What follows belongs to an exercise in optimizing a design on an open flow for small area, a short achievable clock period and few clock cycles; a production flow would make more cautious choices.
The RTL was checked by simulation tests, not by an equivalence proof against the original design.
Power is estimated from default activity; no workload was simulated.

==> design.v <==
module pic32bl_hexdec (
    input  wire [7:0] c,
    output wire       valid,
    output wire [3:0] value
);
    wire is_num = (c[7:4] == 4'h3) && (c[3:0] <= 4'd9);
    wire is_alp = (c[7:6] == 2'b01) && (c[4:3] == 2'b00) && (c[2:0] != 3'd0) &&
                  (c[2:0] != 3'd7);
    assign valid = is_num || is_alp;
    assign value = is_alp ? (c[3:0] + 4'd9) : c[3:0];
endmodule
module pic32bl_frontend (
    input  wire        clk,
    input  wire        rst,             
    input  wire        in_valid,
    input  wire [7:0]  in_byte,
    output wire        in_ready,
    output reg         ev_valid,
    output reg  [3:0]  ev_kind,
    output reg  [31:0] ev_arg,
    output reg  [31:0] ev_data,
    output wire        idle,
    output wire [3:0]  st_state,
    output wire [15:0] st_crc,
    output wire [2:0]  st_cmd_len,
    output wire [39:0] st_cmd_buf,
    output wire        st_cmd_ovf,
    output wire [5:0]  st_line_len,
    output wire        st_line_ovf,
    output wire [31:0] st_hex_base,
    output wire [3:0]  st_resp_len,
    output wire [3:0]  st_resp_cursor,
    output wire [3:0]  st_hex_status,
    output wire [3:0]  st_fault_flags
);
    localparam [3:0] WFC = 4'd0, RC = 4'd1, RCE = 4'd2, WFH = 4'd3, WFHE = 4'd4,
                     RH = 4'd5, RHE = 4'd6, ERASING = 4'd7, SENDING = 4'd8;
    localparam [7:0] OP_CRC_RESET = 8'hA0, OP_CRC_UPDATE = 8'hA1,
                     OP_RX_BYTE = 8'hB0, OP_RX_REARM = 8'hB1, OP_HOLD_ERASE = 8'hB2,
                     OP_TX_ENCODE = 8'hC0, OP_TX_POP = 8'hC1;
    localparam [3:0] EV_CMD_READY = 4'd1, EV_HEX_ENTER = 4'd2, EV_REC_OK = 4'd3,
                     EV_REC_DISCARD = 4'd4, EV_PROG_WORD = 4'd5, EV_BASE_SET = 4'd6,
                     EV_TX_BYTE = 4'd7, EV_RESP_DONE = 4'd8, EV_FAULT = 4'd9;
    localparam [1:0] P_OP = 2'd0, P_ARG = 2'd1, P_CNT = 2'd2, P_PAY = 2'd3;
    localparam [1:0] E_NONE = 2'd0, E_WORDS = 2'd1, E_RECOK4 = 2'd2, E_DONE = 2'd3;
    localparam [2:0] A_CODE = 3'd0, A_PW0 = 3'd1, A_PWN = 3'd2, A_BASE = 3'd3;
    function [15:0] crc_update;
        input [15:0] acc;
        input [7:0]  b;
        reg   [15:0] a;
        integer k;
        begin
            a = acc ^ {b, 8'h00};
            for (k = 0; k < 8; k = k + 1)
                a = a[15] ? ({a[14:0], 1'b0} ^ 16'h1021) : {a[14:0], 1'b0};
            crc_update = a;
        end
    endfunction
    reg        sv, kv;             
    reg  [7:0] sb, kb;             
    assign in_ready = !kv;
    wire accept = in_valid && !kv;
    reg [3:0]   state;
    reg [15:0]  crc;
    reg [2:0]   cmd_len;
    reg         cmd_ovf;
    reg [5:0]   line_len;
    reg         line_ovf;
    reg [15:0]  hb;                
    reg [3:0]   resp_len;
    reg [3:0]   resp_cursor;
    reg [2:0]   hex_status;
    reg [3:0]   fault_flags;
    reg [7:0]   bbuf [0:15];
    reg [3:0]   nib;               
    reg         dig_ok;            
    reg [7:0]   sum;               
    reg [4:0]   len5;              
    reg         len_big;           
    reg [1:0]   typ;               
    reg [15:0]  r16;               
    reg [1:0]   pst;
    reg         is_rx;
    reg [7:0]   pay_left;
    reg [3:0]   enc_len;
    reg         enc_ovf;
    reg [1:0]   em;
    reg [2:0]   chunk;
    assign st_state       = state;
    assign st_crc         = crc;
    assign st_cmd_len     = cmd_len;
    assign st_cmd_buf     = {bbuf[3], bbuf[2], bbuf[1], bbuf[0], 8'h01};
    assign st_cmd_ovf     = cmd_ovf;
    assign st_line_len    = line_len;
    assign st_line_ovf    = line_ovf;
    assign st_hex_base    = {hb, 16'h0000};
    assign st_resp_len    = resp_len;
    assign st_resp_cursor = resp_cursor;
    assign st_hex_status  = {1'b0, hex_status};
    assign st_fault_flags = fault_flags;
    assign idle = !sv && !kv && (pst == P_OP) && (em == E_NONE);
    wire       hx_ok;
    wire [3:0] hx_val;
    pic32bl_hexdec u_hex (.c(sb), .valid(hx_ok), .value(hx_val));
    wire [7:0] line_byte = {nib, hx_val};
    wire [4:0] line_k    = line_len[5:1];         
    wire st_rc   = (state == RC);
    wire st_rce  = (state == RCE);
    wire st_wfh  = (state == WFH);
    wire st_wfhe = (state == WFHE);
    wire st_rh   = (state == RH);
    wire st_rhe  = (state == RHE);
    wire st_snd  = (state == SENDING);
    wire legal_enc = st_rc || (state == ERASING);
    wire b_01 = (sb == 8'h01);
    wire b_03 = (sb == 8'h03);
    wire b_04 = (sb == 8'h04);
    wire b_0a = (sb == 8'h0A);
    wire b_10 = (sb == 8'h10);
    wire b_3a = (sb == 8'h3A);
    wire special = b_01 || b_04 || b_10;
    wire [3:0] enc_next = enc_len + (special ? 4'd2 : 4'd1);
    wire       pay_fits = !enc_ovf && (enc_next <= 4'd7);
    wire [15:0] crc_in  = crc_update((pst == P_PAY) ? r16 : crc, sb);
    wire line_full = (line_len == 6'd44);
    wire cmd_full  = (cmd_len == 3'd5);
    wire [2:0]  n_chunks = (len5 + 5'd3) >> 2;
    reg  [31:0] pw_data;
    reg  [4:0]  pw_idx;
    integer j;
    always @* begin
        for (j = 0; j < 4; j = j + 1) begin
            pw_idx = {chunk[1:0], 2'b00} + j;
            pw_data[8*j +: 8] = (pw_idx < len5) ? bbuf[pw_idx[3:0]] : 8'hFF;
        end
    end
    reg [7:0] tx_b;
    always @* begin
        if (resp_cursor == resp_len - 4'd1)      tx_b = 8'h04;
        else if (resp_cursor == resp_len - 4'd2) tx_b = r16[7:0];
        else if (resp_cursor == resp_len - 4'd3) tx_b = r16[15:8];
        else if (resp_cursor == 4'd0)            tx_b = 8'h01;
        else case (resp_cursor[2:0])
            3'd1:    tx_b = bbuf[4];
            3'd2:    tx_b = bbuf[5];
            3'd3:    tx_b = bbuf[6];
            3'd4:    tx_b = bbuf[7];
            3'd5:    tx_b = bbuf[8];
            default: tx_b = bbuf[9];
        endcase
    end
    reg [2:0] close_code;
    always @* begin
        if (line_ovf)                                         close_code = 3'd4;
        else if (line_len < 6'd10 || line_len[0])             close_code = 3'd3;
        else if (!dig_ok)                                     close_code = 3'd1;
        else if (len_big || line_len != {len5, 1'b0} + 6'd10) close_code = 3'd3;
        else if (sum != 8'd0)                                 close_code = 3'd2;
        else                                                  close_code = 3'd0;
    end
    wire rx_quiet = st_wfh || st_wfhe ||
                    ((st_rh && !b_0a && !b_10) || st_rhe) && !line_len[0] && !line_full;
    wire quiet = (pst == P_OP)  ? (sb == OP_CRC_RESET || sb == OP_CRC_UPDATE || sb == OP_RX_BYTE) :
                 (pst == P_ARG) ? (!is_rx || rx_quiet) : 1'b0;
    wire go    = sv && !((em != E_NONE) && !quiet);
    wire do_op  = go && (pst == P_OP);
    wire do_crc = go && (pst == P_ARG) && !is_rx;
    wire do_rx  = go && (pst == P_ARG) && is_rx;
    wire do_cnt = go && (pst == P_CNT);
    wire do_pay = go && (pst == P_PAY);
    wire pay_last = (pay_left == 8'd1);
    wire line_add = do_rx && ((st_rh && !b_0a && !b_10) || st_rhe);
    wire wr_line  = line_add && !line_full && line_len[0];
    wire cmd_add  = do_rx && ((st_rc && !(b_03 && cmd_len == 3'd1) && !b_10 && !(b_04 && cmd_full)) ||
                             st_rce);
    wire wr_cmd   = cmd_add && !cmd_full;
    wire wr_resp  = do_pay && legal_enc && pay_fits;
    integer i;
    always @(posedge clk) begin
        for (i = 0; i < 16; i = i + 1) begin
            if (wr_line && line_k == i + 4)
                bbuf[i] <= line_byte;
            if (i < 4 && wr_cmd && cmd_len == i + 1)
                bbuf[i] <= sb;
            if (i >= 4 && i < 10 && wr_resp) begin
                if (enc_len + 4'd3 == i)
                    bbuf[i] <= special ? 8'h10 : sb;
                if (special && enc_len + 4'd4 == i)
                    bbuf[i] <= sb;
            end
        end
    end
    reg        e_v;
    reg [3:0]  e_kind;
    reg [7:0]  e_code;
    reg [2:0]  e_asel;
    reg        e_len;              
    reg [3:0]  n_state;
    reg [15:0] n_crc;
    reg [2:0]  n_cmd_len;
    reg        n_cmd_ovf;
    reg [5:0]  n_line_len;
    reg        n_line_ovf;
    reg [15:0] n_hb;
    reg [3:0]  n_resp_len, n_resp_cursor;
    reg [2:0]  n_hex_status;
    reg [3:0]  n_ff;
    reg [1:0]  n_pst, n_em;
    reg [2:0]  n_chunk;
    always @* begin
        e_v = 1'b0; e_kind = 4'd0; e_code = 8'd0; e_asel = A_CODE; e_len = 1'b0;
        n_state = state; n_crc = crc; n_cmd_len = cmd_len; n_cmd_ovf = cmd_ovf;
        n_line_len = line_len; n_line_ovf = line_ovf; n_hb = hb;
        n_resp_len = resp_len; n_resp_cursor = resp_cursor; n_hex_status = hex_status;
        n_ff = fault_flags; n_pst = pst; n_em = em; n_chunk = chunk;
        case (em)
            E_WORDS: if (chunk == n_chunks) begin
                e_v = 1'b1; e_kind = EV_REC_OK; e_code = 8'h00;
                n_em = E_NONE; n_chunk = 3'd0;
            end else begin
                e_v = 1'b1; e_kind = EV_PROG_WORD; e_asel = A_PWN;
                n_chunk = chunk + 3'd1;
            end
            E_RECOK4: begin
                e_v = 1'b1; e_kind = EV_REC_OK; e_code = 8'h04; n_em = E_NONE;
            end
            E_DONE: begin
                e_v = 1'b1; e_kind = EV_RESP_DONE; n_em = E_NONE;
            end
            default: ;
        endcase
        if (do_op) begin
            case (sb)
                OP_CRC_RESET:  n_crc = 16'h0000;
                OP_CRC_UPDATE, OP_RX_BYTE: n_pst = P_ARG;
                OP_TX_ENCODE:  n_pst = P_CNT;
                OP_RX_REARM: if (st_rc || st_rce) begin
                    n_state = WFC; n_crc = 16'h0000; n_cmd_len = 3'd0; n_cmd_ovf = 1'b0;
                end else begin
                    n_ff[3] = 1'b1; e_v = 1'b1; e_kind = EV_FAULT; e_code = 8'd9;
                end
                OP_HOLD_ERASE: if (st_rc) begin
                    n_state = ERASING;
                end else begin
                    n_ff[3] = 1'b1; e_v = 1'b1; e_kind = EV_FAULT; e_code = 8'd9;
                end
                OP_TX_POP: if (st_snd) begin
                    e_v = 1'b1; e_kind = EV_TX_BYTE; e_code = tx_b;
                    n_resp_cursor = resp_cursor + 4'd1;
                    if (resp_cursor + 4'd1 == resp_len) begin
                        n_state = WFC; n_crc = 16'h0000; n_cmd_len = 3'd0; n_cmd_ovf = 1'b0;
                        n_em = E_DONE;
                    end
                end else begin
                    n_ff[3] = 1'b1; e_v = 1'b1; e_kind = EV_FAULT; e_code = 8'd9;
                end
                default: begin
                    n_ff[3] = 1'b1; e_v = 1'b1; e_kind = EV_FAULT; e_code = 8'd9;
                end
            endcase
        end
        if (do_crc) begin
            n_pst = P_OP;
            n_crc = crc_in;
        end
        if (do_rx) begin
            n_pst = P_OP;
            case (state)
                WFC: if (b_01) begin
                    n_crc = 16'h1021;           
                    n_cmd_len = 3'd1;
                    n_state = RC;
                end
                RC, RCE: begin
                    n_crc = crc_in;
                    if (st_rce) begin
                        n_state = RC;
                    end else if (b_03 && cmd_len == 3'd1) begin
                        n_hb = 16'h0000; n_line_len = 6'd0; n_line_ovf = 1'b0;
                        n_state = WFH;
                        e_v = 1'b1; e_kind = EV_HEX_ENTER;
                    end else if (b_04 && !cmd_full) begin
                        e_v = 1'b1; e_kind = EV_CMD_READY; e_len = 1'b1;
                        e_code = (cmd_len == 3'd1) ? 8'h04 : bbuf[0];
                    end else if (b_04) begin
                        n_ff[0] = 1'b1; e_v = 1'b1; e_kind = EV_FAULT; e_code = 8'd7;
                        n_state = WFC; n_crc = 16'h0000; n_cmd_len = 3'd0; n_cmd_ovf = 1'b0;
                    end else if (b_10) begin
                        n_state = RCE;
                    end
                    if (cmd_add) begin
                        if (cmd_full) begin
                            n_cmd_ovf = 1'b1; n_ff[0] = 1'b1;
                            e_v = 1'b1; e_kind = EV_FAULT; e_code = 8'd7;
                        end else begin
                            n_cmd_len = cmd_len + 3'd1;
                        end
                    end
                end
                WFH: if (b_3a) begin
                    n_line_len = 6'd0; n_line_ovf = 1'b0; n_state = RH;
                end else if (b_10) begin
                    n_state = WFHE;
                end
                WFHE: n_state = WFH;
                RH, RHE: begin
                    if (st_rhe) n_state = RH;
                    else if (b_10) n_state = RHE;
                    if (st_rh && b_0a) begin
                        n_state = WFH;
                        if (close_code != 3'd0) begin
                            n_hex_status = close_code;
                            e_v = 1'b1; e_kind = EV_REC_DISCARD; e_code = {5'd0, close_code};
                        end else begin
                            case (typ)
                                2'd0: begin
                                    n_hex_status = 3'd0;
                                    e_v = 1'b1;
                                    if (len5 == 5'd0) begin
                                        e_kind = EV_REC_OK; e_code = 8'h00;
                                    end else begin
                                        e_kind = EV_PROG_WORD; e_asel = A_PW0;
                                        n_em = E_WORDS; n_chunk = 3'd1;
                                    end
                                end
                                2'd2: if (len5 < 5'd2) begin
                                    n_hex_status = 3'd6;
                                    e_v = 1'b1; e_kind = EV_REC_DISCARD; e_code = 8'd6;
                                end else begin
                                    n_hb = {bbuf[0], bbuf[1]};
                                    n_hex_status = 3'd0;
                                    e_v = 1'b1; e_kind = EV_BASE_SET; e_asel = A_BASE;
                                    n_em = E_RECOK4;
                                end
                                2'd1: begin
                                    n_hex_status = 3'd0;
                                    e_v = 1'b1; e_kind = EV_REC_OK; e_code = 8'h01;
                                    n_state = WFC; n_crc = 16'h0000; n_cmd_len = 3'd0;
                                    n_cmd_ovf = 1'b0;
                                end
                                default: begin
                                    n_hex_status = 3'd5;
                                    e_v = 1'b1; e_kind = EV_REC_DISCARD; e_code = 8'd5;
                                end
                            endcase
                        end
                    end
                    if (line_add) begin
                        if (line_full) begin
                            n_line_ovf = 1'b1; n_ff[1] = 1'b1;
                            e_v = 1'b1; e_kind = EV_FAULT; e_code = 8'd4;
                        end else begin
                            n_line_len = line_len + 6'd1;
                        end
                    end
                end
                default: begin
                    n_ff[3] = 1'b1; e_v = 1'b1; e_kind = EV_FAULT; e_code = 8'd9;
                end
            endcase
        end
        if (do_cnt) begin
            if (sb == 8'h00) begin
                n_pst = P_OP;
                if (legal_enc) begin
                    n_resp_len = 4'd4; n_resp_cursor = 4'd0; n_crc = 16'h0000;
                    n_state = SENDING;
                end else begin
                    n_ff[3] = 1'b1; e_v = 1'b1; e_kind = EV_FAULT; e_code = 8'd9;
                end
            end else begin
                n_pst = P_PAY;
            end
        end
        if (do_pay && pay_last) begin
            n_pst = P_OP;
            if (!legal_enc) begin
                n_ff[3] = 1'b1; e_v = 1'b1; e_kind = EV_FAULT; e_code = 8'd9;
            end else if (!pay_fits) begin
                n_ff[2] = 1'b1; e_v = 1'b1; e_kind = EV_FAULT; e_code = 8'd8;
            end else begin
                n_resp_len = enc_next + 4'd3; n_resp_cursor = 4'd0; n_crc = crc_in;
                n_state = SENDING;
            end
        end
    end
    always @(posedge clk) begin
        if (rst) begin
            sv          <= 1'b0;
            kv          <= 1'b0;
            state       <= WFC;
            crc         <= 16'h0000;
            cmd_len     <= 3'd0;
            cmd_ovf     <= 1'b0;
            line_len    <= 6'd0;
            line_ovf    <= 1'b0;
            hb          <= 16'h0000;
            resp_len    <= 4'd0;
            resp_cursor <= 4'd0;
            hex_status  <= 3'd0;
            fault_flags <= 4'd0;
            pst         <= P_OP;
            em          <= E_NONE;
            chunk       <= 3'd0;
            ev_valid    <= 1'b0;
        end else begin
            if (!sv || go) begin
                sv <= kv || accept;
                kv <= 1'b0;
            end else if (accept) begin
                kv <= 1'b1;
            end
            state       <= n_state;
            crc         <= n_crc;
            cmd_len     <= n_cmd_len;
            cmd_ovf     <= n_cmd_ovf;
            line_len    <= n_line_len;
            line_ovf    <= n_line_ovf;
            hb          <= n_hb;
            resp_len    <= n_resp_len;
            resp_cursor <= n_resp_cursor;
            hex_status  <= n_hex_status;
            fault_flags <= n_ff;
            pst         <= n_pst;
            em          <= n_em;
            chunk       <= n_chunk;
            ev_valid    <= e_v;
        end
    end
    always @(posedge clk) begin
        if (!sv || go)
            sb <= kv ? kb : in_byte;
        if (accept)
            kb <= in_byte;
        if (do_op)
            is_rx <= (sb == OP_RX_BYTE);
        if (do_rx && st_wfh && b_3a) begin
            dig_ok <= 1'b1;
            sum    <= 8'h00;
        end
        if (line_add && !line_full) begin
            if (!hx_ok) dig_ok <= 1'b0;
            if (!line_len[0]) begin
                nib <= hx_val;
            end else begin
                sum <= sum + line_byte;
                if (line_k == 5'd0) begin
                    len5    <= line_byte[4:0];
                    len_big <= (line_byte > 8'd16);
                end
                if (line_k == 5'd3)
                    typ <= (line_byte == 8'h00) ? 2'd0 :
                           (line_byte == 8'h01) ? 2'd1 :
                           (line_byte == 8'h04) ? 2'd2 : 2'd3;
            end
        end
        if (line_add && !line_full && line_len[0] && line_k == 5'd1)
            r16[15:8] <= line_byte;
        else if (line_add && !line_full && line_len[0] && line_k == 5'd2)
            r16[7:0] <= line_byte;
        else if (do_cnt && legal_enc)
            r16 <= 16'h0000;
        else if (do_pay && legal_enc)
            r16 <= crc_in;
        if (do_cnt) begin
            pay_left <= sb;
            enc_ovf  <= 1'b0;
            enc_len  <= 4'd1;
        end
        if (do_pay) begin
            pay_left <= pay_left - 8'd1;
            if (pay_fits) enc_len <= enc_next;
            else          enc_ovf <= 1'b1;
        end
        ev_kind <= e_kind;
        case (e_asel)
            A_PW0:   ev_arg <= {hb, r16};
            A_PWN:   ev_arg <= ev_arg + 32'd4;
            A_BASE:  ev_arg <= {bbuf[0], bbuf[1], 16'h0000};
            default: ev_arg <= {24'h0, e_code};
        endcase
        ev_data <= e_len ? {29'h0, cmd_len + 3'd1} : pw_data;
    end
endmodule
==> run.sh <==
#!/bin/bash
# synth_recipe.tcl (not shown) runs the flow's synth.tcl, then flattens the netlist and writes it again
# the make line also repeats each setting of config.mk as NAME=value (left out here)
make -C /OpenROAD-flow-scripts/flow DESIGN_CONFIG=/design/flow/config.mk WORK_HOME=/design/flow/orfs CLKGATE_MAP_FILE= SYNTH_SCRIPT=/design/flow/synth_recipe.tcl finish
==> config.mk <==
export PLATFORM = sky130hd
export DESIGN_NAME = pic32bl_frontend
export DESIGN_NICKNAME = pic32bl_frontend
export VERILOG_FILES = /design/flow/design.v
export SDC_FILE = /design/flow/constraint.sdc
export NUM_CORES = 4
export LEC_CHECK = 0
export CAP_MARGIN = 20
export CORE_MARGIN = 2
export CORE_UTILIZATION = 40
export SLEW_MARGIN = 20
==> constraint.sdc <==
create_clock -name core_clock -period 24.0 [get_ports {clk}]
set_input_delay 4.8000 -clock core_clock [delete_from_list [all_inputs] [get_ports {clk}]]
set_output_delay 4.8000 -clock core_clock [all_outputs]
set_load 0.01 [all_outputs]
==> impl_results.md, run 1 <==
- Outcome: timing/DRC/antenna clean
- H-Tree Depth: 2
- Avg Inst Size Synth: 9.213 um^2
- Worst Clk Skew: 0.01507 ns
- Post-route ant nets: 0
- Cell Rows: 79
- Pre-Repair DR Iteration Count: 6
- Largest cells by area after synthesis: edfxtp_1 (22%), dfxtp_1 (21%), nand2_1 (5.0%)
- Top FF cell, synth: dfxtp_1
- DRT iter0 DRCs: 2092
- Worst-skew pair later-pin latency: 0.57 ns
- CP required: 19.20 ns
- Drt drc: 0
- Post-layout nets: 2220
- CTS tree: done
- Slew Limit Fails: 0
- Mapped Cells: 2032
- Endpoints failing setup: 0
- Wire length per cell: 25.19 um
- Initial antenna violation count: 0
- FILL cells: 4386
- Clock tree sinks: 335
- Hold path start: hb[12]
- Worst VDD drop: 0.08414 mV
- Gr usage total: 28.56%
- Post-synth EDFFs: 135
- Multi-input logic area: 0.009834 mm^2
- Die area: 0.04855 mm^2
- Largest net degree at the start of global routing: 40
- Ant diodes: 0
- Mapped cell area: 0.01872 mm^2
- Drt via density: 6.171
- CP endpoint kind: output port
- Worst-path clk slew: 0.06 ns
- Worst r2r src: sb[1]
- Worst-Margin Slew: 1.258 ns
- Min Clock Period, post-route: 7.195 ns
- Die H: 220.3 um
- HPWL Detailed: 51440 um
- CTS resizes: 0
- Sequential fraction of the synthesis area: 43.04%
- CP max-delay cell: clkdlybuf4s50_1
- Final setup TNS: 0 ns
- Hold path cells: 2
- Crit Path Class: register to output port
- Grt total ovfl: 0
- Deepest clock path buffer count: 3
- Post-synth ARST share: 0%
- Routed WL: 70420 um
- Slew Limit Headroom: 15.48%
- Post-CTS Setup Bufs: 0
- FF-to-FF setup slack: 17.97 ns
- PwrDens: 56.77 mW/mm^2
- Final Hold Viols: 0
- RR Endpoint: ev_arg[1]
- Clock root buffer: clkbuf_16
- RSZ-0062 raised after global routing: no
- Area taken by flip-flops and latches: 0.008058 mm^2
- Yosys top cell by area: edfxtp_1
- Hold buffers post-CTS: 0
- Routability Congestion: 0.9750
- I/O Buffers: 175
- #FFs+latches synth: 335
- Initial core utilization: 40.38%
- Slowest stage delay, CP: 0.61 ns
- Period utilisation layout: 29.98%
- Worst EP arrival: 2.40 ns
- Max Cap Violations: 0
- Area growth, synth to finish: 18.82%
- CTS buffer count: 39
- Num ports: 201
- Routed via count: 17250
- Post-layout util: 47.98%
- First-pass GRT wire length: 103700 um
- Synth cell count leaders: nand2_1 (251), dfxtp_1 (200), nor2_1 (140)
- Vias in the first global route: 16180
- YS warnings: 2
- Post-synth top area share: 21.65%
- Top-count cell post-synth: nand2_1
- Core area: 0.04636 mm^2
- Hold Path Sink: ev_arg[28]
- Leak: 8.066 nW
- CP Launch Type: register
- Crit-path max FO: 9
- Critical Path, Cell by Cell: inv_1, ha_1, nand2b_1, nor4_1, clkdlybuf4s50_1
- Netlist cell types: 101
- Worst reg-to-reg path cell count: 16
- Share of cells above drive strength 1: 8.269%
- Die X: 220.3 um
- Fmax: 139.0 MHz
- HP Class: register to register
==> cells in the final DEF (no fill, tap or decap), types with 17 or more instances in the layout <==
cell / Yosys / routed
nand2_1: 251 / 251
dfxtp_1: 200 / 200
clkdlybuf4s50_1: 0 / 175
nor2_1: 140 / 140
edfxtp_1: 135 / 135
a21oi_1: 120 / 118
o21ai_0: 112 / 111
xnor2_1: 67 / 67
nand3_1: 59 / 59
inv_1: 54 / 54
ha_1: 49 / 49
nor3_1: 45 / 42
mux2i_1: 43 / 42
buf_4: 35 / 40
xor2_1: 39 / 39
clkbuf_16: 0 / 39
o211ai_1: 37 / 37
a31oi_1: 33 / 33
a22o_1: 32 / 32
a22oi_1: 31 / 31
nor2b_1: 25 / 25
and3_1: 25 / 25
conb_1: 2 / 25
mux2_2: 24 / 24
a221oi_1: 21 / 21
and2_1: 19 / 19
a21o_1: 17 / 17
==> layer usage <==
metal  vias up  GRT usage [%]  routed length (um)
li1       7717              -                   -
met1      8391          39.03               29340
met2       981          44.34               31370
met3       165          5.182                6852
met4         0          12.15                2863
met5         -              0                   0
==> worst max-delay path, delay by kind of cell, from the launching register on <==
family / cells / cell delay, ns
flip-flops: 1 / 0.35
adder cells (fa/ha/maj): 1 / 0.38
AND/OR/NAND/NOR: 2 / 0.38
buffers and inverters: 2 / 0.71
==> per-stage QoR <==
step,hold slack [ns],cell area [um^2],power [mW],std cells,setup WS [ns]
global route,0.5005,22240,1.297,2796,16.65
detailed placement,0.4619,20910,0.6589,2724,16.62
global placement,0.4659,20910,0.6584,2724,16.63
CTS,0.4697,22240,1.272,2796,16.77
floorplan,0.4447,18810,0.6408,2055,17.99
finish,0.4766,22240,1.263,2796,16.80
==> area by class of cell <==
type	instances	share of cell area [%]
multi-input combinational	1511	44.21
sequential	335	36.22
timing repair buffer	215	9.225
clock buffer	58	5.113
tap	607	3.414
inverter	56	0.9450
clock inverter	14	0.8662
==> worst max-delay path by stage <==
stage                from  endpoint  slack [ns]  cells after the start
global placement      rst    crc[2]       16.63                      7
floorplan           em[0]      idle       17.99                      5
global route        em[0]      idle       16.65                      5
CTS                 em[0]      idle       16.77                      5
finish              em[0]      idle       16.80                      5
detailed placement    rst    crc[2]       16.62                      7
==> report_power, final <==
group          total (mW)  switching [mW]  internal [mW]
Sequential          0.596         0.00188          0.594
Clock               0.615           0.251          0.364
Combinational      0.0525          0.0369         0.0156
==> logic make-up (layout without fill, tap and decap cells) <==
| kind of cell | Yosys count | after routing | share of synthesized area (%) |
|---|---|---|---|
| simple gates | 710 | 710 | 19.27 |
| compound gates | 548 | 548 | 19.97 |
| flops | 335 | 335 | 43.04 |
| buf+inv | 209 | 343 | 5.153 |
| xor+xnor | 108 | 108 | 5.173 |
| mux | 69 | 69 | 3.863 |
| fa+ha+maj | 51 | 51 | 3.489 |
| other cells | 2 | 25 | 0.04012 |
==> sequential cells by signal, indices dropped and copies added, names as in the netlist, 4 cells and up, named ones only <==
register and cells:
state 4, bbuf 128, sum 8, ev_arg 32, len5 5, ev_kind 4, ev_data 32, resp_cursor 4
line_len 6, nib 4, kb 8, sb 8, pay_left 8, hb 16, enc_len 4, r16 16
resp_len 4, crc 16
Testbench counts, summed over its fixed seeds: cycles 30,612.
==> run 2: changes to the inputs <==
--- a/design.v
+++ b/design.v
@@ -59,6 +59,7 @@
     reg        sv, kv;             
     reg  [7:0] sb, kb;             
-    assign in_ready = !kv;
-    wire accept = in_valid && !kv;
+    reg        rdy_q, idle_q;      
+    assign in_ready = rdy_q;
+    wire accept = in_valid && rdy_q;
     reg [3:0]   state;
     reg [15:0]  crc;
@@ -99,5 +100,5 @@
     assign st_hex_status  = {1'b0, hex_status};
     assign st_fault_flags = fault_flags;
-    assign idle = !sv && !kv && (pst == P_OP) && (em == E_NONE);
+    assign idle = idle_q;
     wire       hx_ok;
     wire [3:0] hx_val;
@@ -385,4 +386,8 @@
         end
     end
+    wire take  = !sv || go;            
+    wire n_sv  = take ? (kv || accept) : 1'b1;
+    wire n_kv  = take ? 1'b0 : (kv || accept);
+    wire n_idle = !n_sv && !n_kv && (n_pst == P_OP) && (n_em == E_NONE);
     always @(posedge clk) begin
         if (rst) begin
@@ -404,11 +409,11 @@
             chunk       <= 3'd0;
             ev_valid    <= 1'b0;
+            rdy_q       <= 1'b1;
+            idle_q      <= 1'b1;
         end else begin
-            if (!sv || go) begin
-                sv <= kv || accept;
-                kv <= 1'b0;
-            end else if (accept) begin
-                kv <= 1'b1;
-            end
+            sv          <= n_sv;
+            kv          <= n_kv;
+            rdy_q       <= !n_kv;
+            idle_q      <= n_idle;
             state       <= n_state;
             crc         <= n_crc;
@@ -429,7 +434,7 @@
     end
     always @(posedge clk) begin
-        if (!sv || go)
+        if (take)
             sb <= kv ? kb : in_byte;
-        if (accept)
+        if (!kv)
             kb <= in_byte;
         if (do_op)
==> flow/run.sh (new file) <==
#!/bin/bash
set -euo pipefail
export BUFFER_PORTS_ARGS="-buffer_cell sky130_fd_sc_hd__buf_1"
export SETUP_SLACK_MARGIN="${SETUP_SLACK_MARGIN_OVERRIDE:-18.5}"
bash standard.sh > standard_flow.log 2>&1
==> standard.sh (new file) <==
#!/bin/bash
# synth_recipe.tcl (not shown) runs the flow's synth.tcl, then flattens the netlist and writes it again
# the make line also repeats each setting of config.mk as NAME=value (left out here)
make -C /OpenROAD-flow-scripts/flow DESIGN_CONFIG=/design/flow/config.mk WORK_HOME=/design/flow/orfs CLKGATE_MAP_FILE= SYNTH_SCRIPT=/design/flow/synth_recipe.tcl "${@:-finish}"
removed: run.sh
==> run 2 against run 1 <==
- still clean
- sequential cell count is 2 higher
- combinational power is 17% higher
- wire length is 8.8% higher
- maximum frequency is 19% higher
- largest power group unchanged
==> impl_results.md, run 2 <==
- Die X: 220.3 um
- CP Launch Type: register
- CP required: 19.20 ns
- RR Endpoint: crc[10]
- Hold Slack: 0.4674 ns
- Final setup TNS: 0 ns
- Drt via density: 6.120
- Cell Rows: 79
- Top-count cell post-synth: nand2_1
- Max FFs per register: 128
- Drt drc: 0
- Most frequent cells in the layout: nand2_1 (218), buf_4 (178), nor2_1 (169)
- Regs by FF count: bbuf (128), ev_arg (32), ev_data (32)
- Hold buffers post-CTS: 0
- HPWL Detailed: 52290 um
- Deepest clock path buffer count: 3
- Wire length per cell: 26.04 um
- Routed WL: 76650 um
- Worst setup startpoint: bbuf[0][0]
- Netlist cell types: 102
- Biggest register: bbuf
- Worst-path clk slew: 0.06 ns
- Grt total ovfl: 0
- GR Util met2: 47.40%
- Mapped Cells: 2025
- FILL cells: 4204
- Hold path start: kb[0]
- GR Layer Usage met1: 41.06%
- Gr usage total: 30.77%
- H-Tree Depth: 2
- CP top delay family: flip-flops
- DRT iter0 DRCs: 2349
- Slowest stage delay, CP: 0.50 ns
- Avg Inst Size Synth: 9.238 um^2
- Most common cell after layout, fill and taps aside: nand2_1
- Buf/Inv on CP: 1
- Crit-path max FO: 2
- CTS tree: done
- Die H: 220.3 um
- Area growth, synth to finish: 26.67%
- Post-synth ARST share: 0%
- YS warnings: 2
- Yosys top cell by area: dfxtp_1
- Vias in the first global route: 16970
- Worst EP arrival: 1.27 ns
- Synth cell count leaders: nand2_1 (218), dfxtp_1 (210), nor2_1 (170)
- Post-layout nets: 2368
- Initial antenna violation count: 2
- Min Clock Period, post-route: 6.066 ns
- Hold path cells: 1
- Worst-Margin Slew: 1.133 ns
- Post-synth EDFFs: 127
- Core area: 0.04636 mm^2
- First-pass GRT wire length: 110400 um
- Num ports: 201
- Worst r2r src: sb[0]
- Endpoints failing setup: 0
- Final Hold Viols: 0
- Routed via count: 18010
- Worst Clk Skew: 0.02605 ns
- PwrDens: 55.04 mW/mm^2
- I/O Buffers: 175
- HP Class: register to register
- CP endpoint kind: output port
- Sequential fraction of the synthesis area: 42.86%
- RSZ-0062 raised after global routing: yes
- Area taken by flip-flops and latches: 0.008273 mm^2
- Top FF cell, synth: dfxtp_1
- Routability Congestion: 0.9564
- Worst reg-to-reg path cell count: 17
- Worst VDD drop: 0.04796 mV
- Post-synth top area share: 22.47%
- Leak: 9.541 nW
- Max Cap Violations: 0
- Crit Path Class: register to output port
- Share of cells above drive strength 1: 27.24%
- Placed cell area: 0.01976 mm^2
- Mapped cell area: 0.01871 mm^2
- Initial core utilization: 40.36%
- #FFs+latches synth: 337
- Fmax: 164.9 MHz
- CP max-delay cell: edfxtp_1
- Post-route ant nets: 0
- Multi-input logic area: 0.009826 mm^2
- Pre-Repair DR Iteration Count: 6
- Outcome: timing/DRC/antenna clean
- Die area: 0.04852 mm^2
- Final instance area: 0.02370 mm^2
- Critical Path, Cell by Cell: buf_1
- Slew Limit Fails: 0
- CTS buffer count: 39
- Clock tree sinks: 337
- Slew Limit Headroom: 24.29%
- Setup crit end: st_cmd_buf[8]
- Clock root buffer: clkbuf_16
- Worst-skew pair later-pin latency: 0.59 ns
- Largest cells by area after synthesis: dfxtp_1 (22%), edfxtp_1 (20%), nand2_1 (4.4%)
- Period utilisation layout: 25.27%
- Grt peak-use layer: met2
- Crit path depth: 1
- FF-to-FF setup slack: 18.62 ns
- Largest net degree at the start of global routing: 38
- Grt met3 use: 6.158%
## run 2: cell type report
class / count / area share, %
flip-flops and latches: 337 / 34.91
repair buffers: 362 / 13.47
inverters: 69 / 1.098
well taps: 607 / 3.205
clock inverters: 21 / 1.267
clock buffers: 51 / 4.567
diodes: 1 / 0.01056
multi-input cells: 1495 / 41.46
## run 2: worst min-delay path by stage
stage / to / slack [ns]
after detailed placement: kb[0] / 0.46
after CTS: kb[0] / 0.47
after global routing: kb[0] / 0.49
after floorplan: sum[7] / 0.43
final: kb[0] / 0.47
after global placement: sum[7] / 0.45
## run 2: cell families (layout without fill, tap and decap cells)
kind of cell,Yosys count,count (layout),synth area share [%]
adder cells (fa/ha/maj),53,53,3.625
other,2,26,0.04014
AO/OA/AOI/OAI,533,533,19.33
XOR/XNOR,106,106,5.116
AND/OR/NAND/NOR,692,692,18.69
multiplexers,86,86,4.916
buffers and inverters,216,503,5.431
flip-flops,337,337,42.86
## run 2: stage by stage
| stage | worst slack (ns) | std cells | total power [mW] | util (%) |
|---|---|---|---|---|
| 2_1_floorplan | 18.23 | 2048 | 0.6429 | - |
| 3_3_place_gp | 17.30 | 2720 | 0.6595 | 42.63 |
| 3_5_place_dp | 17.25 | 2720 | 0.6601 | 42.63 |
| 4_1_cts | 17.94 | 2904 | 1.303 | 50.16 |
| 5_1_grt | 17.94 | 2942 | 1.329 | 51.11 |
| 6_report | 17.93 | 2943 | 1.304 | 51.12 |
## run 2: repair_timing
action                                  in CTS  in global routing
resized for setup                          413                 61
endpoints found under the hold margin        0                  0
cloned                                       4                  0
endpoints found under the setup margin     198                202
setup buffers                              108                 38
pin swaps                                    3                  2
## run 2: layer usage
layer  wire length [um]  part of all wire, %
met5                  0                    0
met4               4138                  5.4
met2              33650                   44
met1              30570                   40
met3               8290                   11
## run 2: power breakdown
group / switching [mW] / internal, mW / total, mW / leakage (nW)
clock network: 0.263 / 0.386 / 0.650 / 0.671
registers: 0.00210 / 0.591 / 0.593 / 2.93
logic: 0.0417 / 0.0197 / 0.0614 / 5.94
total: 0.307 / 0.997 / 1.30 / 9.54
Testbench counts of run 2, summed over its fixed seeds: cycles 30,612.
==> run 3: changes to the inputs <==
--- a/design.v
+++ b/design.v
@@ -10,4 +10,14 @@
     assign value = is_alp ? (c[3:0] + 4'd9) : c[3:0];
 endmodule
+module pic32bl_rstgate (
+    input  wire        rst,
+    input  wire [71:0] d0,
+    output wire [71:0] q0,
+    input  wire [1:0]  d1,
+    output wire [1:0]  q1
+);
+    assign q0 = rst ? 72'd0 : d0;
+    assign q1 = rst ? 2'b11 : d1;
+endmodule
 module pic32bl_frontend (
     input  wire        clk,
@@ -86,4 +96,5 @@
     reg [3:0]   enc_len;
     reg         enc_ovf;
+    reg         esc;               
     reg [1:0]   em;
     reg [2:0]   chunk;
@@ -121,5 +132,5 @@
     wire b_3a = (sb == 8'h3A);
     wire special = b_01 || b_04 || b_10;
-    wire [3:0] enc_next = enc_len + (special ? 4'd2 : 4'd1);
+    wire [3:0] enc_next = enc_len + ((special && !esc) ? 4'd2 : 4'd1);
     wire       pay_fits = !enc_ovf && (enc_next <= 4'd7);
     wire [15:0] crc_in  = crc_update((pst == P_PAY) ? r16 : crc, sb);
@@ -169,5 +180,7 @@
     wire do_rx  = go && (pst == P_ARG) && is_rx;
     wire do_cnt = go && (pst == P_CNT);
-    wire do_pay = go && (pst == P_PAY);
+    wire pay_go = go && (pst == P_PAY);
+    wire esc_step = pay_go && legal_enc && pay_fits && special && !esc;
+    wire do_pay = pay_go && !esc_step;
     wire pay_last = (pay_left == 8'd1);
     wire line_add = do_rx && ((st_rh && !b_0a && !b_10) || st_rhe);
@@ -176,19 +189,17 @@
                              st_rce);
     wire wr_cmd   = cmd_add && !cmd_full;
-    wire wr_resp  = do_pay && legal_enc && pay_fits;
+    wire wr_resp  = pay_go && legal_enc && pay_fits;
+    wire [7:0] wdata = wr_line ? line_byte : (esc_step ? 8'h10 : sb);
+    reg  [15:0] we;
     integer i;
+    always @* begin
+        for (i = 0; i < 16; i = i + 1)
+            we[i] = (wr_line && line_k == i + 4) ||
+                    (i < 4 && wr_cmd && cmd_len == i + 1) ||
+                    (i >= 4 && i < 10 && wr_resp && enc_len + 4'd3 == i);
+    end
     always @(posedge clk) begin
-        for (i = 0; i < 16; i = i + 1) begin
-            if (wr_line && line_k == i + 4)
-                bbuf[i] <= line_byte;
-            if (i < 4 && wr_cmd && cmd_len == i + 1)
-                bbuf[i] <= sb;
-            if (i >= 4 && i < 10 && wr_resp) begin
-                if (enc_len + 4'd3 == i)
-                    bbuf[i] <= special ? 8'h10 : sb;
-                if (special && enc_len + 4'd4 == i)
-                    bbuf[i] <= sb;
-            end
-        end
+        for (i = 0; i < 16; i = i + 1)
+            if (we[i]) bbuf[i] <= wdata;
     end
     reg        e_v;
@@ -386,50 +397,21 @@
         end
     end
-    wire take  = !sv || go;            
+    wire take  = !sv || (go && !esc_step);            
     wire n_sv  = take ? (kv || accept) : 1'b1;
     wire n_kv  = take ? 1'b0 : (kv || accept);
     wire n_idle = !n_sv && !n_kv && (n_pst == P_OP) && (n_em == E_NONE);
+    localparam integer NR0 = 1 + 1 + 4 + 16 + 3 + 1 + 6 + 1 + 16 + 4 + 4 + 3 + 4 + 2 + 2 + 3 + 1;
+    wire [NR0-1:0] r0_d = {n_sv, n_kv, n_state, n_crc, n_cmd_len, n_cmd_ovf, n_line_len,
+                           n_line_ovf, n_hb, n_resp_len, n_resp_cursor, n_hex_status, n_ff,
+                           n_pst, n_em, n_chunk, e_v};
+    wire [NR0-1:0] r0_q;
+    wire [1:0]     r1_q;
+    pic32bl_rstgate u_rst (
+        .rst(rst), .d0(r0_d), .q0(r0_q), .d1({!n_kv, n_idle}), .q1(r1_q)
+    );
     always @(posedge clk) begin
-        if (rst) begin
-            sv          <= 1'b0;
-            kv          <= 1'b0;
-            state       <= WFC;
-            crc         <= 16'h0000;
-            cmd_len     <= 3'd0;
-            cmd_ovf     <= 1'b0;
-            line_len    <= 6'd0;
-            line_ovf    <= 1'b0;
-            hb          <= 16'h0000;
-            resp_len    <= 4'd0;
-            resp_cursor <= 4'd0;
-            hex_status  <= 3'd0;
-            fault_flags <= 4'd0;
-            pst         <= P_OP;
-            em          <= E_NONE;
-            chunk       <= 3'd0;
-            ev_valid    <= 1'b0;
-            rdy_q       <= 1'b1;
-            idle_q      <= 1'b1;
-        end else begin
-            sv          <= n_sv;
-            kv          <= n_kv;
-            rdy_q       <= !n_kv;
-            idle_q      <= n_idle;
-            state       <= n_state;
-            crc         <= n_crc;
-            cmd_len     <= n_cmd_len;
-            cmd_ovf     <= n_cmd_ovf;
-            line_len    <= n_line_len;
-            line_ovf    <= n_line_ovf;
-            hb          <= n_hb;
-            resp_len    <= n_resp_len;
-            resp_cursor <= n_resp_cursor;
-            hex_status  <= n_hex_status;
-            fault_flags <= n_ff;
-            pst         <= n_pst;
-            em          <= n_em;
-            chunk       <= n_chunk;
-            ev_valid    <= e_v;
-        end
+        {sv, kv, state, crc, cmd_len, cmd_ovf, line_len, line_ovf, hb, resp_len, resp_cursor,
+         hex_status, fault_flags, pst, em, chunk, ev_valid} <= r0_q;
+        {rdy_q, idle_q} <= r1_q;
     end
     always @(posedge clk) begin
@@ -472,8 +454,14 @@
             enc_ovf  <= 1'b0;
             enc_len  <= 4'd1;
+            esc      <= 1'b0;
+        end
+        if (esc_step) begin
+            enc_len <= enc_len + 4'd1;
+            esc     <= 1'b1;
         end
         if (do_pay) begin
             pay_left <= pay_left - 8'd1;
-            if (pay_fits) enc_len <= enc_next;
+            esc      <= 1'b0;
+            if (pay_fits) enc_len <= enc_len + 4'd1;
             else          enc_ovf <= 1'b1;
         end
==> flow/run.sh (replaced) <==
#!/bin/bash
set -euo pipefail
export BUFFER_PORTS_ARGS="-buffer_cell sky130_fd_sc_hd__buf_1"
export SETUP_SLACK_MARGIN=18.3
bash standard.sh > standard_flow.log 2>&1
--- a/config.mk
+++ b/config.mk
@@ -9,3 +9,8 @@
 export CORE_MARGIN = 2
 export CORE_UTILIZATION = 40
+export CTS_CLUSTER_DIAMETER = 100
+export CTS_CLUSTER_SIZE = 20
 export SLEW_MARGIN = 20
+export SYNTH_HIERARCHICAL = 1
+export SYNTH_MINIMUM_KEEP_SIZE = 0
+export TNS_END_PERCENT = 0
==> run 3 against run 2 <==
- worst hold slack improved by 0.012 ns
- die area decreased by 4.5%
- synthesized cell count decreased by 11%
- highest routed layer unchanged
==> impl_results.md, run 3 <==
- Outcome: timing/DRC/antenna clean
- Worst-Margin Slew: 1.097 ns
- Synth cell count leaders: edfxtp_1 (175), dfxtp_1 (163), nand2_1 (159)
- Largest net degree at the start of global routing: 75
- Xor/xnor cell area share of the yosys netlist: 5.110%
- Setup crit end: st_cmd_buf[17]
- Min Clock Period, post-route: 6.005 ns
- Pre-CTS setup slack: 17.99 ns
- Post-layout util: 45.19%
- Die H: 215.2 um
- Die X: 215.2 um
- Max FFs per register: 128
- Crit-path max FO: 4
- Post-synthesis adder-cell area fraction: 4.150%
- Worst setup margin: 18.00 ns
- Final Hold Viols: 0
- Critical Path, Cell by Cell: clkbuf_2
- Endpoints failing setup: 0
- #FFs+latches synth: 338
- HP Class: register to register
- Gr usage total: 25.92%
- Yosys top cell by area: edfxtp_1
- Clock root buffer: clkbuf_16
- Post-synth EDFFs: 175
- Final setup TNS: 0 ns
- CP required: 19.20 ns
- I/O Buffers: 175
- Worst reg-to-reg path cell count: 14
- Most frequent cells in the layout: edfxtp_1 (175), nand2_1 (159), buf_1 (156)
- Ant diodes: 0
- Initial antenna violation count: 1
- Mapped Cells: 1797
- CP Launch Type: register
- Share of cells above drive strength 1: 9.597%
- Top FF cell, synth: edfxtp_1
- Largest cells by area after synthesis: edfxtp_1 (29%), dfxtp_1 (18%), ha_1 (3.9%)
- Post-route ant nets: 0
- H-Tree Depth: 1
- CP endpoint kind: output port
- Core area: 0.04412 mm^2
- Drt drc: 0
- Worst r2r src: sb[3]
- Num ports: 201
- Mapped cell area: 0.01785 mm^2
- Die area: 0.04633 mm^2
- Worst-skew pair later-pin latency: 0.56 ns
- DRT iter0 DRCs: 1966
- Biggest register: bbuf
- Crit Path Class: register to output port
- Cell Rows: 77
- Post-synth ARST share: 0%
- Synth Area in Simple Gates: 17.81%
- Leak: 7.183 nW
- Post-synthesis mux area share: 1.963%
- CP max-delay cell: edfxtp_1
- Buf/Inv on CP: 1
- Main combinational cell family by area after synthesis: compound AO/OA/AOI/OAI gates
- Regs by FF count: bbuf (128), ev_arg (32), ev_data (32)
- Pre-Repair DR Iteration Count: 6
- Vias in the first global route: 14220
- YS warnings: 8
- Slowest stage delay, CP: 0.48 ns
- Synth Area in Compound Gates: 18.56%
- Worst EP arrival: 1.20 ns
- Routability Congestion: 0.9557
- PwrDens: 53.67 mW/mm^2
- Slew Limit Fails: 0
- CTS tree: done
- Area growth, synth to finish: 11.72%
- Clock tree sinks: 338
- Post-layout nets: 2014
- Initial core utilization: 40.45%
- Routed WL: 62240 um
- Worst VDD drop: 0.04178 mV
- Hold path start: kb[3]
- HPWL Detailed: 44710 um
- Max Cap Violations: 0
- CTS buffer count: 21
- Worst-path clk slew: 0.09 ns
- Fmax: 166.5 MHz
- FF-to-FF setup slack: 18.74 ns
- Deepest clock path buffer count: 3
- Grt total ovfl: 0
- RR Endpoint: crc[3]
- Top-count cell post-synth: edfxtp_1
- Wire length per cell: 24.40 um
- FILL cells: 4328
- Hold buffers post-CTS: 0
- First-pass GRT wire length: 91870 um
- Worst setup startpoint: bbuf[1][1]
- Post-synth top area share: 29.44%
- Worst Clk Skew: 0.02102 ns
- Most common cell after layout, fill and taps aside: edfxtp_1
- Slew Limit Headroom: 26.88%
- Netlist cell types: 93
- Routed via count: 15290
- Period utilisation layout: 25.02%
- Crit path depth: 1
- Drt via density: 5.992
- RSZ-0062 raised after global routing: yes
- CP top delay family: flip-flops
- Sequential fraction of the synthesis area: 47.72%
- Avg Inst Size Synth: 9.933 um^2
run 3: cell types whose count changed in the layout (fill, tap and decap cells not counted), sizes merged, moves of 16 or more:
cell / previous run / this run
nor2: 170 / 104
nand3: 76 / 60
a21oi: 136 / 85
nor2b: 10 / 89
edfxtp: 127 / 175
nand2: 219 / 159
mux2i: 42 / 17
buf: 330 / 223
mux2: 44 / 16
nor3: 58 / 37
dfxtp: 210 / 163
xnor2: 69 / 49
clkbuf: 80 / 37
run 3: kinds of logic (layout without fill, tap and decap cells):
group,count (synthesis),in the layout
compound gates,485,485
other cells,2,25
simple gates,599,599
xor+xnor,100,100
mux,33,33
flops,338,338
fa+ha+maj,58,58
buf+inv,182,321
run 3: metal layers:
metal	vias to the layer above	share of wire [%]	GRT usage, %
met5	-	0	0
met1	7487	42	35.88
met3	112	9.1	4.204
li1	6878	-	-
met4	0	3.4	8.575
met2	809	45	41.33
run 3: worst min-delay path by stage:
stage          endpoint  slack [ns]  cells past startpoint
6_report          kb[3]        0.48                      1
5_1_grt             esc        0.49                      2
4_1_cts           kb[3]        0.48                      1
3_5_place_dp      kb[3]        0.46                      1
3_3_place_gp      kb[7]        0.45                      1
2_1_floorplan       esc        0.44                      2
run 3: metrics by stage:
step	std cells	hold WS (ns)	power, mW	cell area [um^2]
2_1_floorplan	1820	0.4447	0.6820	17940
3_3_place_gp	2490	0.4541	0.7040	18990
3_5_place_dp	2490	0.4626	0.7045	19000
4_1_cts	2548	0.4821	1.075	19900
5_1_grt	2551	0.4874	1.102	19940
6_report	2551	0.4798	1.070	19940
run 3: layout make-up:
| class | count | area [um^2] | area share, % |
|---|---|---|---|
| Clock inverter | 5 | 60.06 | 0.3012 |
| Inverter | 55 | 206.4 | 1.035 |
| Multi-Input combinational cell | 1300 | 8672 | 43.49 |
| Tap cell | 592 | 740.7 | 3.714 |
| Sequential cell | 338 | 8572 | 42.99 |
| Clock buffer | 32 | 566.8 | 2.842 |
| Timing Repair Buffer | 229 | 1124 | 5.634 |
run 3: power breakdown:
part / leakage, nW / switching [mW] / total, mW / internal (mW)
logic: 3.94 / 0.0478 / 0.0696 / 0.0218
clock network: 0.304 / 0.202 / 0.379 / 0.177
registers: 2.94 / 0.00687 / 0.622 / 0.615
run 3: repair_timing:
action	4_1_cts	5_1_grt
setup endpoints to repair	165	165
buffers inserted	20	3
gates cloned	1	0
gates resized for setup	47	5
run 3: Yosys stat by module (local to each module, per instance):
module	flip-flops and latches	copies in the design	area (um^2)	cells inside
pic32bl_rstgate	0	1	513.0	82
pic32bl_frontend	338	1	17170	1697
pic32bl_hexdec	0	1	166.4	18
Testbench counts of run 3, summed over its fixed seeds: cycles 30,644.
==> run 4: changes to the inputs <==
--- a/design.v
+++ b/design.v
@@ -83,5 +83,5 @@
     reg [2:0]   hex_status;
     reg [3:0]   fault_flags;
-    reg [7:0]   bbuf [0:15];
+    reg [7:0]   bbuf [4:15];
     reg [3:0]   nib;               
     reg         dig_ok;            
@@ -90,5 +90,5 @@
     reg         len_big;           
     reg [1:0]   typ;               
-    reg [15:0]  r16;               
+    wire [15:0] r16 = ev_arg[31:16];
     reg [1:0]   pst;
     reg         is_rx;
@@ -102,5 +102,5 @@
     assign st_crc         = crc;
     assign st_cmd_len     = cmd_len;
-    assign st_cmd_buf     = {bbuf[3], bbuf[2], bbuf[1], bbuf[0], 8'h01};
+    assign st_cmd_buf     = {ev_data[31:8], ev_arg[15:8], 8'h01};
     assign st_cmd_ovf     = cmd_ovf;
     assign st_line_len    = line_len;
@@ -144,5 +144,5 @@
         for (j = 0; j < 4; j = j + 1) begin
             pw_idx = {chunk[1:0], 2'b00} + j;
-            pw_data[8*j +: 8] = (pw_idx < len5) ? bbuf[pw_idx[3:0]] : 8'hFF;
+            pw_data[8*j +: 8] = (pw_idx < len5 && chunk[1:0] != 2'd0) ? bbuf[pw_idx[3:0]] : 8'hFF;
         end
     end
@@ -195,10 +195,9 @@
     always @* begin
         for (i = 0; i < 16; i = i + 1)
-            we[i] = (wr_line && line_k == i + 4) ||
-                    (i < 4 && wr_cmd && cmd_len == i + 1) ||
+            we[i] = (i >= 4 && wr_line && line_k == i + 4) ||
                     (i >= 4 && i < 10 && wr_resp && enc_len + 4'd3 == i);
     end
     always @(posedge clk) begin
-        for (i = 0; i < 16; i = i + 1)
+        for (i = 4; i < 16; i = i + 1)
             if (we[i]) bbuf[i] <= wdata;
     end
@@ -294,5 +293,5 @@
                     end else if (b_04 && !cmd_full) begin
                         e_v = 1'b1; e_kind = EV_CMD_READY; e_len = 1'b1;
-                        e_code = (cmd_len == 3'd1) ? 8'h04 : bbuf[0];
+                        e_code = (cmd_len == 3'd1) ? 8'h04 : ev_arg[15:8];
                     end else if (b_04) begin
                         n_ff[0] = 1'b1; e_v = 1'b1; e_kind = EV_FAULT; e_code = 8'd7;
@@ -340,5 +339,5 @@
                                     e_v = 1'b1; e_kind = EV_REC_DISCARD; e_code = 8'd6;
                                 end else begin
-                                    n_hb = {bbuf[0], bbuf[1]};
+                                    n_hb = {ev_data[7:0], ev_data[15:8]};
                                     n_hex_status = 3'd0;
                                     e_v = 1'b1; e_kind = EV_BASE_SET; e_asel = A_BASE;
@@ -442,12 +441,4 @@
             end
         end
-        if (line_add && !line_full && line_len[0] && line_k == 5'd1)
-            r16[15:8] <= line_byte;
-        else if (line_add && !line_full && line_len[0] && line_k == 5'd2)
-            r16[7:0] <= line_byte;
-        else if (do_cnt && legal_enc)
-            r16 <= 16'h0000;
-        else if (do_pay && legal_enc)
-            r16 <= crc_in;
         if (do_cnt) begin
             pay_left <= sb;
@@ -470,8 +461,31 @@
             A_PW0:   ev_arg <= {hb, r16};
             A_PWN:   ev_arg <= ev_arg + 32'd4;
-            A_BASE:  ev_arg <= {bbuf[0], bbuf[1], 16'h0000};
-            default: ev_arg <= {24'h0, e_code};
+            A_BASE:  ev_arg <= {ev_data[7:0], ev_data[15:8], 16'h0000};
+            default: begin
+                ev_arg[7:0] <= e_code;
+                if (wr_cmd && cmd_len == 3'd1)
+                    ev_arg[15:8] <= sb;
+                if (wr_line && line_k == 5'd1)
+                    ev_arg[31:24] <= line_byte;
+                else if (wr_line && line_k == 5'd2)
+                    ev_arg[23:16] <= line_byte;
+                else if (do_cnt && legal_enc)
+                    ev_arg[31:16] <= 16'h0000;
+                else if (do_pay && legal_enc)
+                    ev_arg[31:16] <= crc_in;
+            end
         endcase
-        ev_data <= e_len ? {29'h0, cmd_len + 3'd1} : pw_data;
+        for (i = 0; i < 4; i = i + 1) begin
+            if (e_asel == A_PWN)
+                ev_data[8*i +: 8] <= pw_data[8*i +: 8];
+            else if (i == 0 && e_len)
+                ev_data[7:0] <= {5'd0, cmd_len + 3'd1};
+            else if (wr_line && line_k == 5'd0)
+                ev_data[8*i +: 8] <= 8'hFF;
+            else if (wr_line && line_k == i + 4 && i < len5)
+                ev_data[8*i +: 8] <= line_byte;
+            else if (i > 0 && wr_cmd && cmd_len == i + 1)
+                ev_data[8*i +: 8] <= sb;
+        end
     end
 endmodule
==> run 4 against run 3 <==
- sequential cell count down 48
- sequential power down 13%
- global-route usage up 1.8 points
- clock power down about 10%
- sequential share of layout area down 3.3 points
- die area down 1.4%
- non-clock buffer count up 12
- worst setup slack worse by 0.053 ns
- via count up 2.5%
- maximum frequency down 0.87%
- first-iteration DRC count up 14%
- combinational power up 28%
- critical path type unchanged
- largest power group unchanged
==> impl_results.md, run 4 <==
- Die area: 0.04569 mm^2
- HPWL Detailed: 47750 um
- FF-to-FF setup slack: 19.13 ns
- Yosys top cell by area: edfxtp_1
- Grt total ovfl: 0
- Area growth, synth to finish: 10.04%
- Fmax: 165.1 MHz
- Min Clock Period, post-route: 6.057 ns
- First-pass GRT wire length: 94010 um
- Worst-path clk slew: 0.10 ns
- Netlist cell types: 97
- Initial antenna violation count: 2
- Period utilisation layout: 25.24%
- CTS tree: done
- Routability Congestion: 0.9699
- Worst-skew pair later-pin latency: 0.55 ns
- Final Hold Viols: 0
- I/O Buffers: 175
- Buf/Inv on CP: 1
- Gr usage total: 27.70%
- Final setup TNS: 0 ns
- Post-synth EDFFs: 183
- Most frequent cells in the layout: edfxtp_1 (183), buf_1 (169), nand2_1 (136)
- DRT iter0 DRCs: 2232
- Crit Path Class: register to output port
- Die H: 213.8 um
- CP required: 19.20 ns
- HP Class: register to register
- Drt via density: 6.169
- RSZ-0062 raised after global routing: yes
- Avg Inst Size Synth: 9.680 um^2
- Routed WL: 65250 um
- Num ports: 201
- Outcome: timing/DRC/antenna clean
- Max FFs per register: 96
- Gate power share: 9.2%
- Pre-CTS setup slack: 18.03 ns
- Initial core utilization: 40.67%
- CTS buffer count: 19
- Post-synth ARST share: 0%
- Max Cap Violations: 0
- Leak: 6.938 nW
- YS warnings: 72
- Worst EP arrival: 1.26 ns
- Inst Count DP: 2478
- Crit-path max FO: 3
- Post-layout nets: 2011
- Top FF cell, synth: edfxtp_1
- #FFs+latches synth: 290
- PwrDens: 50.14 mW/mm^2
- Die X: 213.8 um
- Vias in the first global route: 14340
- Sequential fraction of the synthesis area: 43.40%
- Worst Clk Skew: 0.03228 ns
- Worst-Margin Slew: 1.143 ns
- Worst setup margin: 17.94 ns
- Slew Limit Fails: 0
- Slowest stage delay, CP: 0.52 ns
- CP top delay family: flip-flops
- Regs by FF count: bbuf (96), ev_arg (32), ev_data (32)
- Routed via count: 15670
- CP max-delay cell: edfxtp_1
- Hold buffers post-CTS: 0
- Mapped Cells: 1818
- Drt drc: 0
- Internal: 0.7196 mW
- Deepest clock path buffer count: 3
- Endpoints failing setup: 0
- Worst VDD drop: 0.04945 mV
- Mapped cell area: 0.01760 mm^2
- CP Launch Type: register
- Clock root buffer: clkbuf_16
- Core area: 0.04327 mm^2
- Share of cells above drive strength 1: 8.905%
- H-Tree Depth: 1
- Biggest register: bbuf
- Synth cell count leaders: edfxtp_1 (183), nand2_1 (136), nor2_1 (130)
- Post-route ant nets: 0
- Net Sw Power: 0.2513 mW
- Top-count cell post-synth: edfxtp_1
- Part of the power in registers: 55.7%
- CP endpoint kind: output port
- Cell Rows: 76
- Most common cell after layout, fill and taps aside: edfxtp_1
- Wire length per cell: 25.69 um
- Pre-Repair DR Iteration Count: 8
- Clock share of power: 35.1%
- Post-route insts no fill: 2540
- Clock tree sinks: 290
- Post-synth top area share: 31.23%
- Critical Path, Cell by Cell: buf_1
- Slew Limit Headroom: 23.09%
- Largest cells by area after synthesis: edfxtp_1 (31%), dfxtp_1 (12%), ha_1 (4.1%)
- Switching Fraction: 25.88%
- Largest net degree at the start of global routing: 75
[run 4: worst paths after layout]
| path | endpoint | from | cells past startpoint |
|---|---|---|---|
| worst max-delay path | ev_data[3] | ev_data[3] | 1 |
| worst min register to register | kb[4] | kb[4] | 1 |
| worst min-delay path | kb[4] | kb[4] | 1 |
| worst max register to register | crc[10] | sb[4] | 14 |
[run 4: what timing repair did]
action                                  CTS  global route
resized for setup                        29             5
gates cloned                              0             1
hold endpoints to repair                  0             0
endpoints found under the setup margin  165           165
buffers inserted                         20             6
[run 4: layer usage]
| metal | up-vias | share of wire, % | track usage [%] |
|---|---|---|---|
| met5 | - | 0.049 | 0 |
| met4 | 4 | 4.9 | 12.69 |
| met3 | 169 | 10 | 5.756 |
| met2 | 896 | 45 | 43.07 |
| met1 | 7650 | 40 | 37.12 |
| li1 | 6949 | - | - |
[run 4: area by class of cell]
cell class | instances | area [um^2]
Clock buffer | 31 | 520.5
Inverter | 69 | 259.0
Timing Repair Buffer | 241 | 1190
Sequential cell | 290 | 7677
Fill cell | 4175 | 23900
Clock inverter | 3 | 45.04
Tap cell | 585 | 732.0
Antenna cell | 1 | 2.502
Multi-Input combinational cell | 1320 | 8939
[run 4: worst reg2reg max path, cell delays in order (launching register included)]
cell and delay, ns:
edfxtp_1 0.37, buf_4 0.28, xor2_1 0.22, o2111ai_1 0.30, inv_1 0.18, ha_1 0.32
a21o_1 0.18, a221oi_1 0.60, a31oi_1 0.21, nand4_1 0.40, and2_1 0.29, nand2_1 0.19
nor2_1 0.89, a22o_1 0.27, nor2b_1 0.11
[run 4: kinds of logic after synthesis]
family                     count (synthesis)  synth area share, %
muxes                                     63                3.690
AOI/OAI and AO/OA                        475                19.16
and+or+nand+nor                          595                17.80
DFF                                      290                43.40
adders and majority gates                 59                4.280
xor gates and xnor gates                 103                5.212
buffers and inverters                    231                6.420
other                                      2              0.04267
[run 4: Yosys stat by module (local to each module, per instance)]
| module | cell area [um^2] | flops+latches | cells inside | times used |
|---|---|---|---|---|
| pic32bl_frontend | 16920 | 290 | 1718 | 1 |
| pic32bl_rstgate | 513.0 | 0 | 82 | 1 |
| pic32bl_hexdec | 166.4 | 0 | 18 | 1 |
[run 4: power groups by stage]
stage	clock, mW	combinational (mW)	sequential, mW
after floorplan	0	0.0560	0.554
after global placement	0	0.0847	0.553
after detailed placement	0	0.0861	0.553
after CTS	0.346	0.0864	0.541
after global routing	0.364	0.0939	0.542
final	0.341	0.0893	0.541
[run 4: metrics by stage]
step	utilization [%]	hold WS, ns	area, um^2	total power, mW
after detailed placement	42.78	0.4677	18510	0.6393
final	44.76	0.4816	19360	0.9709
after global routing	44.75	0.4982	19360	0.9992
after CTS	44.56	0.4870	19280	0.9737
after floorplan	-	0.4453	17680	0.6104
after global placement	42.78	0.4583	18510	0.6377
Testbench counts of run 4, summed over its fixed seeds: cycles 30,644.
==> run 5: changes to the inputs <==
--- a/design.v
+++ b/design.v
@@ -190,5 +190,5 @@
     wire wr_cmd   = cmd_add && !cmd_full;
     wire wr_resp  = pay_go && legal_enc && pay_fits;
-    wire [7:0] wdata = wr_line ? line_byte : (esc_step ? 8'h10 : sb);
+    wire [7:0] wdata = wr_line ? (line_k == 5'd0 ? 8'hFF : line_byte) : (esc_step ? 8'h10 : sb);
     reg  [15:0] we;
     integer i;
@@ -481,10 +481,7 @@
             else if (i == 0 && e_len)
                 ev_data[7:0] <= {5'd0, cmd_len + 3'd1};
-            else if (wr_line && line_k == 5'd0)
-                ev_data[8*i +: 8] <= 8'hFF;
-            else if (wr_line && line_k == i + 4 && i < len5)
-                ev_data[8*i +: 8] <= line_byte;
-            else if (i > 0 && wr_cmd && cmd_len == i + 1)
-                ev_data[8*i +: 8] <= sb;
+            else if ((wr_line && (line_k == 5'd0 || (line_k == i + 4 && i < len5))) ||
+                     (i > 0 && wr_cmd && cmd_len == i + 1))
+                ev_data[8*i +: 8] <= wdata;
         end
     end
--- a/config.mk
+++ b/config.mk
@@ -13,4 +13,4 @@
 export SLEW_MARGIN = 20
 export SYNTH_HIERARCHICAL = 1
-export SYNTH_MINIMUM_KEEP_SIZE = 0
+export SYNTH_MINIMUM_KEEP_SIZE = 100
 export TNS_END_PERCENT = 0
==> run 5 against run 4 <==
- total power down 4.5%
- highest routed layer is now met4
- still clean on timing, DRC and antenna
- first-iteration DRC count up 2.9%
- worst hold slack worse by 0.025 ns
- combinational power down 38%
- sequential share of layout area up 2.1 points
==> impl_results.md, run 5 <==
- RR Endpoint: ev_data[26]
- Deepest clock path buffer count: 3
- Outcome: timing/DRC/antenna clean
- Gr usage total: 27.44%
- YS warnings: 72
- Initial core utilization: 40.33%
- Hold path cells: 2
- Slowest stage delay, CP: 0.53 ns
- CTS buffer count: 19
- Slew Limit Headroom: 23.58%
- CTS tree: done
- Area growth, synth to finish: 9.666%
- Max FFs per register: 96
- Worst-path clk slew: 0.10 ns
- Slew Limit Fails: 0
- Clock root buffer: clkbuf_16
- Post-synth top area share: 32.71%
- Largest cells by area after synthesis: edfxtp_1 (33%), dfxtp_1 (13%), ha_1 (4.2%)
- Routed WL: 61600 um
- Post-route ant nets: 0
- Largest net degree at the start of global routing: 48
- Synth cell count leaders: edfxtp_1 (183), nor2_1 (164), nand2_1 (152)
- Hold buffers post-CTS: 0
- #FFs+latches synth: 290
- CP required: 19.20 ns
- Leak: 6.344 nW
- Mapped Cells: 1765
- Die X: 209.0 um
- Worst-Margin Slew: 1.146 ns
- Die H: 209.0 um
- HPWL Detailed: 44740 um
- Hold Path Sink: fault_flags[2]
- Mapped cell area: 0.01680 mm^2
- Die area: 0.04366 mm^2
- Worst Clk Skew: 0.02830 ns
- Buf/Inv on CP: 1
- Worst reg-to-reg path cell count: 14
- Critical Path, Cell by Cell: buf_1
- Crit path depth: 1
- HP Class: register to register
- Core area: 0.04167 mm^2
- Post-layout nets: 1949
- Most frequent cells in the layout: edfxtp_1 (183), buf_1 (167), nor2_1 (164)
- Top-count cell post-synth: edfxtp_1
- Period utilisation layout: 25.30%
- Drt drc: 0
- Biggest register: bbuf
- DRT iter0 DRCs: 2297
- Netlist cell types: 88
- Routability Congestion: 0.9834
- Ant diodes: 0
- Post-synth EDFFs: 183
- Crit-path max FO: 5
- FF-to-FF setup slack: 18.60 ns
- Pre-Repair DR Iteration Count: 7
- Max Cap Violations: 0
- CP Launch Type: register
- Wire length per cell: 25.33 um
- Endpoints failing setup: 0
- Initial antenna violation count: 1
- CP endpoint kind: output port
- Min Clock Period, post-route: 6.072 ns
- Cell Rows: 75
- Drt via density: 6.130
- PwrDens: 50.31 mW/mm^2
- CP max-delay cell: dfxtp_1
- Worst EP arrival: 1.27 ns
- Inst Count DP: 2373
- I/O Buffers: 175
- First-pass GRT wire length: 90950 um
- Final setup TNS: 0 ns
==> run 5: cell count changes after synthesis, moves of 17 or more <==
cell / before / now
a22o_1: 33 / 11
a21oi_1: 77 / 138
nor2b_1: 81 / 14
nor3_1: 37 / 54
nor2_1: 130 / 164
mux2i_1: 48 / 15
==> run 5: tightest hold or removal path, delay by kind of cell, from the launching register on <==
family,cells,cell delay [ns]
compound gates,1,0.05
buf+inv,1,0.05
flops,1,0.32
==> run 5: area by class of cell <==
type / count / area, um^2 / share of cell area (%)
multi-input combinational: 1287 / 8244 / 44.74
sequential: 290 / 7684 / 41.70
timing repair buffer: 227 / 1057 / 5.738
tap: 539 / 674.4 / 3.660
clock buffer: 30 / 516.7 / 2.804
inverter: 55 / 206.4 / 1.120
clock inverter: 4 / 43.79 / 0.2377
==> run 5: where the power goes <==
group	switching [mW]	internal [mW]	leakage [nW]	total, mW
Clock	0.185	0.153	0.270	0.339
Sequential	0.00242	0.531	2.55	0.533
Combinational	0.0391	0.0160	3.52	0.0551
Total	0.227	0.700	6.34	0.927
==> run 5: Yosys stat by module (local to each module, per instance) <==
module | cell area, um^2 | flops+latches | cells inside | times used
pic32bl_frontend | 16640 | 290 | 1747 | 1
pic32bl_hexdec | 166.4 | 0 | 18 | 1
==> run 5: per-stage QoR <==
stage / util, % / setup WS (ns) / power (mW) / area, um^2
global placement: 42.28 / 17.33 / 0.5984 / 17620
floorplan: - / 18.31 / 0.5812 / 16900
finish: 44.23 / 17.93 / 0.9269 / 18430
global route: 44.23 / 17.92 / 0.9524 / 18430
CTS: 44.11 / 17.93 / 0.9296 / 18380
detailed placement: 42.28 / 17.29 / 0.5993 / 17620
==> run 5: how the worst max path moves through the flow <==
stage	from	end
detailed placement	rst	crc[4]
finish	ev_arg[2]	ev_arg[2]
CTS	ev_arg[28]	ev_arg[28]
global route	rst	crc[6]
floorplan	rst	crc[4]
global placement	rst	crc[2]
==> run 5: timing repair <==
action	in CTS	in global routing
setup buffers	20	5
endpoints found under the setup margin	180	181
gates resized for setup	28	8
==> run 5: kinds of logic (layout without fill, tap and decap cells) <==
logic type | after synthesis | in the layout | synth area share [%]
AO/OA/AOI/OAI | 466 | 466 | 18.50
XOR/XNOR | 105 | 105 | 5.563
adder cells (fa/ha/maj) | 58 | 58 | 4.408
buffers and inverters | 211 | 316 | 6.255
flip-flops | 290 | 290 | 45.45
multiplexers | 26 | 26 | 1.631
other | 2 | 25 | 0.04470
AND/OR/NAND/NOR | 607 | 607 | 18.15
==> run 5: metal layers <==
metal / track usage [%] / wire (um) / vias up
met3: 3.321 / 4971 / 119
met1: 37.52 / 25680 / 7342
met2: 44.76 / 28580 / 779
met4: 10.15 / 2373 / 0
li1: - / - / 6669
met5: 0 / 0 / -
Testbench counts of run 5, summed over its fixed seeds: cycles 30,644.

Check on run 5: ideal ports give 17.928 ns setup slack; a clkbuf_16 on the clock port and buf_2 on the inputs give 17.875 ns; moving port delays by the midpoint clock arrival (0.588 ns) as well gives 17.469 ns.
